What follows belongs to an exercise in optimizing a design on an open flow for small area, a short achievable clock period and few clock cycles; a production flow would make more cautious choices. The RTL was checked by simulation tests, not by an equivalence proof against the original design. Power figures rest on the tool's default switching activity, not on a simulated workload.

File: design/flow/design.v
module blabel2_enc (
    input  wire        clk,
    input  wire        rst,
    input  wire        reg_wr,
    input  wire [7:0]  reg_addr,
    input  wire [31:0] reg_wdata,
    output reg  [31:0] reg_rdata,
    output wire        busy,
    output wire        done,
    output wire        error,
    output wire        pix_req,
    output wire [15:0] pix_x,
    output wire [15:0] pix_y,
    input  wire        pix_ack,
    input  wire [7:0]  pix_r,
    input  wire [7:0]  pix_g,
    input  wire [7:0]  pix_b,
    output reg         out_valid,
    output reg  [7:0]  out_data,
    output wire        out_last,
    input  wire        out_ready
);
    localparam [7:0] A_CTRL    = 8'h00;
    localparam [7:0] A_CFG     = 8'h04;
    localparam [7:0] A_WIDTH   = 8'h08;
    localparam [7:0] A_HEIGHT  = 8'h0C;
    localparam [7:0] A_STATUS  = 8'h10;
    localparam [7:0] A_ERRINFO = 8'h14;
    localparam [3:0] P_IDLE     = 4'd0;
    localparam [3:0] P_PRE      = 4'd1;
    localparam [3:0] P_HDR_G    = 4'd2;
    localparam [3:0] P_HDR_LEN  = 4'd3;
    localparam [3:0] P_LEADF    = 4'd4;
    localparam [3:0] P_FETCH    = 4'd5;
    localparam [3:0] P_IMGB     = 4'd6;
    localparam [3:0] P_TRAILF   = 4'd7;
    localparam [3:0] P_TERM_Z   = 4'd8;
    localparam [3:0] P_TERM_SUB = 4'd9;
    localparam [15:0] CAL_H_MAX = 16'd2008;
    reg  [3:0]  cfg_tape;
    reg         cfg_autocut;
    reg         cfg_inverse;
    reg  [15:0] width_r;
    reg  [15:0] height_r;
    reg         st_busy;
    reg         st_done;
    reg         st_err;
    reg  [1:0]  st_errcode;
    reg  [3:0]  err_tape;
    reg  [15:0] err_height;
    reg         j_autocut;
    reg  [15:0] j_width;
    reg  [2:0]  p_lead;
    reg  [7:0]  p_img;
    reg  [2:0]  p_trail;
    reg  [7:0]  p_len;
    reg  [7:0]  p_fill;
    reg  [3:0]  phase;
    reg  [8:0]  pre_idx;
    reg  [15:0] col;
    reg  [7:0]  cnt;
    reg  [15:0] row;
    reg  [2:0]  bitcnt;
    reg  [7:0]  shreg;
    reg         rom_hit;
    reg  [2:0]  rom_lead;
    always @(*) begin
        rom_hit  = 1'b0;
        rom_lead = 3'd0;
        case (cfg_tape)
            4'd0: if (height_r == 16'd32) begin
                      rom_hit = 1'b1; rom_lead = 3'd7;
                  end
            4'd1, 4'd2:
                  if (height_r == 16'd48 || height_r == 16'd56) begin
                      rom_hit = 1'b1; rom_lead = 3'd6;
                  end
            4'd3, 4'd4:
                  if (height_r == 16'd64) begin
                      rom_hit = 1'b1; rom_lead = 3'd5;
                  end else if (height_r == 16'd80) begin
                      rom_hit = 1'b1; rom_lead = 3'd4;
                  end
            4'd5, 4'd6:
                  if (height_r == 16'd96) begin
                      rom_hit = 1'b1; rom_lead = 3'd3;
                  end else if (height_r == 16'd112) begin
                      rom_hit = 1'b1; rom_lead = 3'd2;
                  end
            4'd7: if (height_r == 16'd128) begin
                      rom_hit = 1'b1; rom_lead = 3'd0;
                  end
            default: ;
        endcase
    end
    wire [12:0] h_div8   = height_r[15:3];
    wire        h_mult8  = (height_r[2:0] == 3'd0);
    wire        is_cal   = (cfg_tape == 4'd8);
    wire        bad_tape = (cfg_tape > 4'd8);
    wire [4:0]  rom_trail = 5'd16 - {2'd0, rom_lead} - h_div8[4:0];
    reg         bad_dim;
    reg  [2:0]  res_lead;
    reg  [7:0]  res_img;
    reg  [2:0]  res_trail;
    reg  [7:0]  res_len;
    always @(*) begin
        bad_dim   = 1'b0;
        res_lead  = 3'd0;
        res_img   = h_div8[7:0];
        res_trail = 3'd0;
        res_len   = 8'd0;
        if (is_cal) begin
            if (height_r == 16'd0 || !h_mult8 || height_r > CAL_H_MAX)
                bad_dim = 1'b1;
            res_lead  = 3'd5;
            res_trail = 3'd0;
            res_len   = h_div8[7:0] + 8'd4;
        end else begin
            if (!rom_hit || !h_mult8 || ({10'd0, rom_lead} + h_div8) > 13'd16)
                bad_dim = 1'b1;
            res_lead  = rom_lead;
            res_trail = rom_trail[2:0];
            res_len   = 8'd15;
        end
    end
    reg [7:0] pre_byte;
    always @(*) begin
        case (pre_idx)
            9'd400:  pre_byte = 8'h1B;
            9'd401:  pre_byte = 8'h40;
            9'd402:  pre_byte = 8'h1B;
            9'd403:  pre_byte = 8'h69;
            9'd404:  pre_byte = 8'h53;
            9'd405:  pre_byte = 8'h1B;
            9'd406:  pre_byte = 8'h69;
            9'd407:  pre_byte = 8'h4D;
            9'd408:  pre_byte = j_autocut ? 8'h40 : 8'h00;
            9'd409:  pre_byte = 8'h1B;
            9'd410:  pre_byte = 8'h69;
            9'd411:  pre_byte = 8'h64;
            9'd412:  pre_byte = 8'h14;
            default: pre_byte = 8'h00;
        endcase
    end
    assign busy  = st_busy;
    assign done  = st_done;
    assign error = st_err;
    assign pix_req = (phase == P_FETCH);
    assign pix_x   = col;
    assign pix_y   = row;
    always @(*) begin
        out_valid = 1'b1;
        case (phase)
            P_PRE:      out_data = pre_byte;
            P_HDR_G:    out_data = 8'h47;
            P_HDR_LEN:  out_data = p_len;
            P_LEADF:    out_data = p_fill;
            P_IMGB:     out_data = shreg;
            P_TRAILF:   out_data = p_fill;
            P_TERM_Z:   out_data = 8'h5A;
            P_TERM_SUB: out_data = 8'h1A;
            default: begin
                out_valid = 1'b0;
                out_data  = 8'h00;
            end
        endcase
    end
    assign out_last = (phase == P_TERM_SUB);
    wire emit  = out_valid && out_ready;
    wire fetch = pix_req && pix_ack;
    wire ink   = (pix_r < 8'd150);
    always @(*) begin
        case (reg_addr)
            A_CFG:     reg_rdata = {26'd0, cfg_inverse, cfg_autocut, cfg_tape};
            A_WIDTH:   reg_rdata = {16'd0, width_r};
            A_HEIGHT:  reg_rdata = {16'd0, height_r};
            A_STATUS:  reg_rdata = {26'd0, st_errcode, 1'b0, st_err, st_done, st_busy};
            A_ERRINFO: reg_rdata = {err_height, 12'd0, err_tape};
            default:   reg_rdata = 32'd0;
        endcase
    end
    wire start = reg_wr && (reg_addr == A_CTRL) && reg_wdata[0] && !st_busy;
    always @(posedge clk) begin
        if (rst) begin
            cfg_tape    <= 4'd0;
            cfg_autocut <= 1'b0;
            cfg_inverse <= 1'b0;
            width_r     <= 16'd0;
            height_r    <= 16'd0;
            st_busy     <= 1'b0;
            st_done     <= 1'b0;
            st_err      <= 1'b0;
            st_errcode  <= 2'd0;
            err_tape    <= 4'd0;
            err_height  <= 16'd0;
            j_autocut   <= 1'b0;
            j_width     <= 16'd0;
            p_lead      <= 3'd0;
            p_img       <= 8'd0;
            p_trail     <= 3'd0;
            p_len       <= 8'd0;
            p_fill      <= 8'd0;
            phase       <= P_IDLE;
            pre_idx     <= 9'd0;
            col         <= 16'd0;
            cnt         <= 8'd0;
            row         <= 16'd0;
            bitcnt      <= 3'd0;
            shreg       <= 8'd0;
        end else begin
            if (reg_wr) begin
                case (reg_addr)
                    A_CFG: begin
                        cfg_tape    <= reg_wdata[3:0];
                        cfg_autocut <= reg_wdata[4];
                        cfg_inverse <= reg_wdata[5];
                    end
                    A_WIDTH:  width_r  <= reg_wdata[15:0];
                    A_HEIGHT: height_r <= reg_wdata[15:0];
                    default: ;
                endcase
            end
            if (start) begin
                st_done    <= 1'b0;
                j_autocut  <= cfg_autocut;
                j_width    <= width_r;
                if (bad_tape || bad_dim) begin
                    st_err     <= 1'b1;
                    st_errcode <= bad_tape ? 2'd1 : 2'd2;
                    err_tape   <= cfg_tape;
                    err_height <= height_r;
                end else begin
                    st_err     <= 1'b0;
                    st_errcode <= 2'd0;
                    err_tape   <= 4'd0;
                    err_height <= 16'd0;
                    p_lead     <= res_lead;
                    p_img      <= res_img;
                    p_trail    <= res_trail;
                    p_len      <= res_len;
                    p_fill     <= cfg_inverse ? 8'hFF : 8'h00;
                    pre_idx    <= 9'd0;
                    col        <= 16'd0;
                    st_busy    <= 1'b1;
                    phase      <= P_PRE;
                end
            end else begin
                case (phase)
                    P_PRE: if (emit) begin
                        if (pre_idx == 9'd413)
                            phase <= (j_width == 16'd0) ? P_TERM_Z : P_HDR_G;
                        else
                            pre_idx <= pre_idx + 9'd1;
                    end
                    P_HDR_G: if (emit) begin
                        phase <= P_HDR_LEN;
                    end
                    P_HDR_LEN: if (emit) begin
                        cnt    <= 8'd0;
                        row    <= 16'd0;
                        bitcnt <= 3'd0;
                        phase  <= (p_lead != 3'd0) ? P_LEADF : P_FETCH;
                    end
                    P_LEADF: if (emit) begin
                        if (cnt + 8'd1 == {5'd0, p_lead}) begin
                            cnt   <= 8'd0;
                            phase <= P_FETCH;
                        end else
                            cnt <= cnt + 8'd1;
                    end
                    P_FETCH: if (fetch) begin
                        shreg <= {shreg[6:0], ink};
                        row   <= row + 16'd1;
                        if (bitcnt == 3'd7) begin
                            bitcnt <= 3'd0;
                            phase  <= P_IMGB;
                        end else
                            bitcnt <= bitcnt + 3'd1;
                    end
                    P_IMGB: if (emit) begin
                        if (cnt + 8'd1 == p_img) begin
                            cnt <= 8'd0;
                            if (p_trail != 3'd0)
                                phase <= P_TRAILF;
                            else if (col + 16'd1 == j_width)
                                phase <= P_TERM_Z;
                            else begin
                                col   <= col + 16'd1;
                                phase <= P_HDR_G;
                            end
                        end else begin
                            cnt   <= cnt + 8'd1;
                            phase <= P_FETCH;
                        end
                    end
                    P_TRAILF: if (emit) begin
                        if (cnt + 8'd1 == {5'd0, p_trail}) begin
                            if (col + 16'd1 == j_width)
                                phase <= P_TERM_Z;
                            else begin
                                col   <= col + 16'd1;
                                phase <= P_HDR_G;
                            end
                        end else
                            cnt <= cnt + 8'd1;
                    end
                    P_TERM_Z: if (emit) begin
                        phase <= P_TERM_SUB;
                    end
                    P_TERM_SUB: if (emit) begin
                        st_busy <= 1'b0;
                        st_done <= 1'b1;
                        phase   <= P_IDLE;
                    end
                    default: ;
                endcase
            end
        end
    end
endmodule
File: design/flow/run.sh
#!/bin/bash
# synth_recipe.tcl (not shown) runs the flow's synth.tcl, then flattens the netlist and writes it again
# the make line also repeats each setting of config.mk as NAME=value (left out here)
make -C /OpenROAD-flow-scripts/flow DESIGN_CONFIG=/design/flow/config.mk WORK_HOME=/design/flow/orfs CLKGATE_MAP_FILE= SYNTH_SCRIPT=/design/flow/synth_recipe.tcl finish
File: design/flow/config.mk
export PLATFORM = sky130hd
export DESIGN_NAME = blabel2_enc
export DESIGN_NICKNAME = blabel2_enc
export VERILOG_FILES = /design/flow/design.v
export SDC_FILE = /design/flow/constraint.sdc
export NUM_CORES = 4
export LEC_CHECK = 0
export CAP_MARGIN = 20
export CORE_MARGIN = 2
export CORE_UTILIZATION = 40
export SLEW_MARGIN = 20
File: design/flow/constraint.sdc
create_clock -name core_clock -period 10.0 [get_ports {clk}]
set_input_delay 2.0000 -clock core_clock [delete_from_list [all_inputs] [get_ports {clk}]]
set_output_delay 2.0000 -clock core_clock [all_outputs]
set_load 0.01 [all_outputs]
==> results.cfg <==
[run_status]
status = finished clean

[floorplanning]
io-pin-count = 147
row_count = 56
fp.dieH_um = 157.4
die_area_mm2 = 0.02478
start_util_pct = 40.47
die_w_um = 157.4
coreArea_mm2 = 0.02326

[global_routing]
grt_max_degree = 93
antenna_found_initial = 0
grtUsageTotal_pct = 21.61
gr-total-overflow = 0
first_global_vias = 7996
grt_pass1_wl_um = 42650

[clock_network]
ctsResizeCount = 0
postCtsHoldBufs = 0
cts_sinks = 167
clk-insertion-delay-late_ns = 0.44
cts_buffers = 17
ctsRootBufferMaster = clkbuf_16
clock_path_buffers = 2
clk_pin_slew_worst_paths_ns = 0.07
cts_tree = done
htree_levels = 4
post-cts-setup-buffer-count = 0

[route]
drc = 0
totalWireLength_um = 26550
postRouteAntennaNets = 0
drt-initial-drc-count = 519
num_vias = 8587
drt_first_pass_iters = 5
wl_per_cell_um = 16.87
vias_per_cell = 5.456

[placed_design]
place_ws_ns = 3.392
gp_congestion = 0.8795
hpwlAfterDp_um = 18930
io_buffers = 113

[synth]
syn_nets = 1266
synth.distinct_cells = 81
synthSimpleGateAreaFrac_pct = 26.15
yosys_warnings = 1
synth_xor_area_share_pct = 6.698
synth_top_family_by_area = simple AND/OR/NAND/NOR gates
syn_inst = 1182
yosysSeqAreaShare_pct = 35.51
ys.flop_type = dfxtp_1
syn_avg_cell_area_um2 = 7.966
synth_enable_flop_cells = 0
mappedNetlistArea_mm2 = 0.009415
async_reset_ff_share_pct = 0
yosys.area_share.adder_pct = 2.100
synth_compound_area_share_pct = 17.79
synth.area.mux_share_pct = 6.591
ys_seq_elements = 167

[setup_path]
required_ns = 8.00
crit_path_start_kind = input pin
end_kind = output pin
worstPathMaxFanout = 17
worst-setup-path-type = in2out
critPathArrivalTime_ns = 4.69

[cells_and_area]
final_nets = 1326
final_cell_mix = dfxtp_1, nor2_1, nand2_1
syn_to_final_growth_pct = 19.71
final_layout_size_suffix_gt1_share_pct = 5.498
final_common_cell = dfxtp_1
insertedDiodeCount = 0

[power_and_ir_drop]
netSwitchingFraction_pct = 26.48
clkPwrFrac_pct = 48.1
switching_power_mw = 0.3735
ir_worst_vdd_uv = 117.6
power_frac_comb_pct = 4.1
p_per_area_mw_per_mm2 = 125.1
p_int_mw = 1.037
p_leak_nw = 4.317
seqPwrFrac_pct = 47.8

[timing]
setup_viol = 0
timing.hold.ws_ns = 0.4597
fmax_mhz = 149.6
skew_ns = 0.02376
fin_crit_ns = 6.685
fin_ws_ns = 3.315
tns_ns = 0
hold_viol = 0
max_slew_margin_pct = 28.58
min_period_over_period_pct = 66.85
rsz0062_at_grt = no
worstMarginPinSlew_ns = 1.056
drv_slew = 0

[min_path]
worstHoldPathType = reg2reg

[job]
maxCapViolCount = 0
-- kinds of logic after synthesis --
| group | count (synthesis) |
|---|---|
| AND/OR/NAND/NOR | 506 |
| AO/OA/AOI/OAI | 251 |
| flip-flops | 167 |
| buffers and inverters | 108 |
| XOR/XNOR | 72 |
| multiplexers | 62 |
| adder cells (fa/ha/maj) | 16 |
-- synthesized netlist by cell type, types with 6 or more instances --
master | count | area (µm²)
buf_6 | 6 | 67.56
a22o_1 | 20 | 175.2
nor3_1 | 34 | 170.2
nand3_1 | 74 | 370.4
o21ai_0 | 36 | 180.2
inv_1 | 24 | 90.09
mux2i_1 | 62 | 620.6
nand2_1 | 131 | 491.7
xnor2_1 | 40 | 350.3
and3_1 | 22 | 137.6
ha_1 | 15 | 187.7
clkbuf_1 | 57 | 214.0
nand3b_1 | 7 | 52.55
o211ai_1 | 6 | 45.04
or3_1 | 10 | 62.56
buf_2 | 13 | 65.06
nor2_1 | 136 | 510.5
dfxtp_1 | 167 | 3343
xor2_1 | 32 | 280.3
a21o_1 | 6 | 45.04
a31oi_1 | 10 | 62.56
nor4_1 | 12 | 75.07
nand2b_1 | 12 | 75.07
a22oi_1 | 10 | 75.07
and2_1 | 21 | 131.4
a21oi_1 | 94 | 470.5
nand4_1 | 17 | 106.4
-- per-stage QoR --
step | cells | power (mW) | utilization, % | area, µm²
6_report | 1574 | 1.410 | 48.45 | 11270
5_1_grt | 1574 | 1.459 | 48.45 | 11270
4_1_cts | 1573 | 1.423 | 48.40 | 11260
3_5_place_dp | 1541 | 0.7465 | 45.72 | 10640
3_3_place_gp | 1540 | 0.7464 | 45.66 | 10620
2_1_floorplan | 1182 | 0.7165 | - | 9415
-- routing by layer --
layer | wire (µm) | part of all wire, % | global-route usage [%]
met5 | 0 | 0 | 0
met4 | 484 | 1.8 | 6.104
met3 | 1240 | 4.7 | 3.855
met2 | 12230 | 46 | 34.33
met1 | 12590 | 47 | 30.04
-- state kept, by name (all words and copies together), names as in the netlist, 4 cells and up --
signal      flops
cfg_tape        4
cnt             8
col            16
err_height     16
err_tape        4
height_r       16
j_width        16
p_img           8
p_len           8
phase           4
pre_idx         9
row            16
shreg           8
width_r        16
-- worst paths after layout --
check | from | end | slack (ns) | cells after the start
max | reg_addr[7] | reg_rdata[0] | 3.31 | 6
min | p_len[4] | p_len[4] | 0.46 | 2
max reg2reg | height_r[15] | pre_idx[0] | 5.48 | 14
min reg2reg | p_len[4] | p_len[4] | 0.46 | 2
-- worst max-delay path: stages --
cell             delay (ns)
clkdlybuf4s50_1        0.48
nor4_1                 0.50
nand3_1                0.64
o21ai_0                0.37
a221o_1                0.16
clkdlybuf4s50_1        0.54
-- power by group through the flow --
| stage | Clock, mW | Sequential [mW] | Combinational (mW) |
|---|---|---|---|
| floorplan | 0 | 0.688 | 0.0281 |
| global placement | 0 | 0.689 | 0.0573 |
| detailed placement | 0 | 0.689 | 0.0576 |
| CTS | 0.692 | 0.673 | 0.0579 |
| global route | 0.722 | 0.674 | 0.0630 |
| finish | 0.679 | 0.674 | 0.0581 |
-- final cells by class --
class	count	area, µm²
clock buffers	17	425.4
clock inverters	15	196.4
fillers	2322	11990
inverters	25	93.84
multi-input cells	907	5594
flip-flops and latches	167	3343
well taps	319	399.1
repair buffers	124	1219
Testbench counts, summed over its fixed seeds: cycles 281,502.

==> what the ideal ports hide <==
The flow's constraints put no driver on any port. The routed layout listed below was extracted and timed again, unchanged, in two steps.
Step 1 sets driving cells, clkbuf_16 on the clock port and buf_2 on the other inputs (assumed; they add their load-dependent delay and slew).
Step 2 times the ports against the registers' clock, not the clock port: input delays grow and output delays shrink by t, the midpoint of the rising clock arrivals with the driver on.
Slacks: ideal / step 1 / step 2; pairs: ideal / step 1.
t (ns): 0.476
setup slack, ns: 3.315 / 3.275 / 3.275
clock arrival spread, ns: 0.024 / 0.024
After both steps setup and hold are still met in this run. For this run, drivers alone change the setup slack by -0.040 ns; drivers and shift together by -0.040 ns.
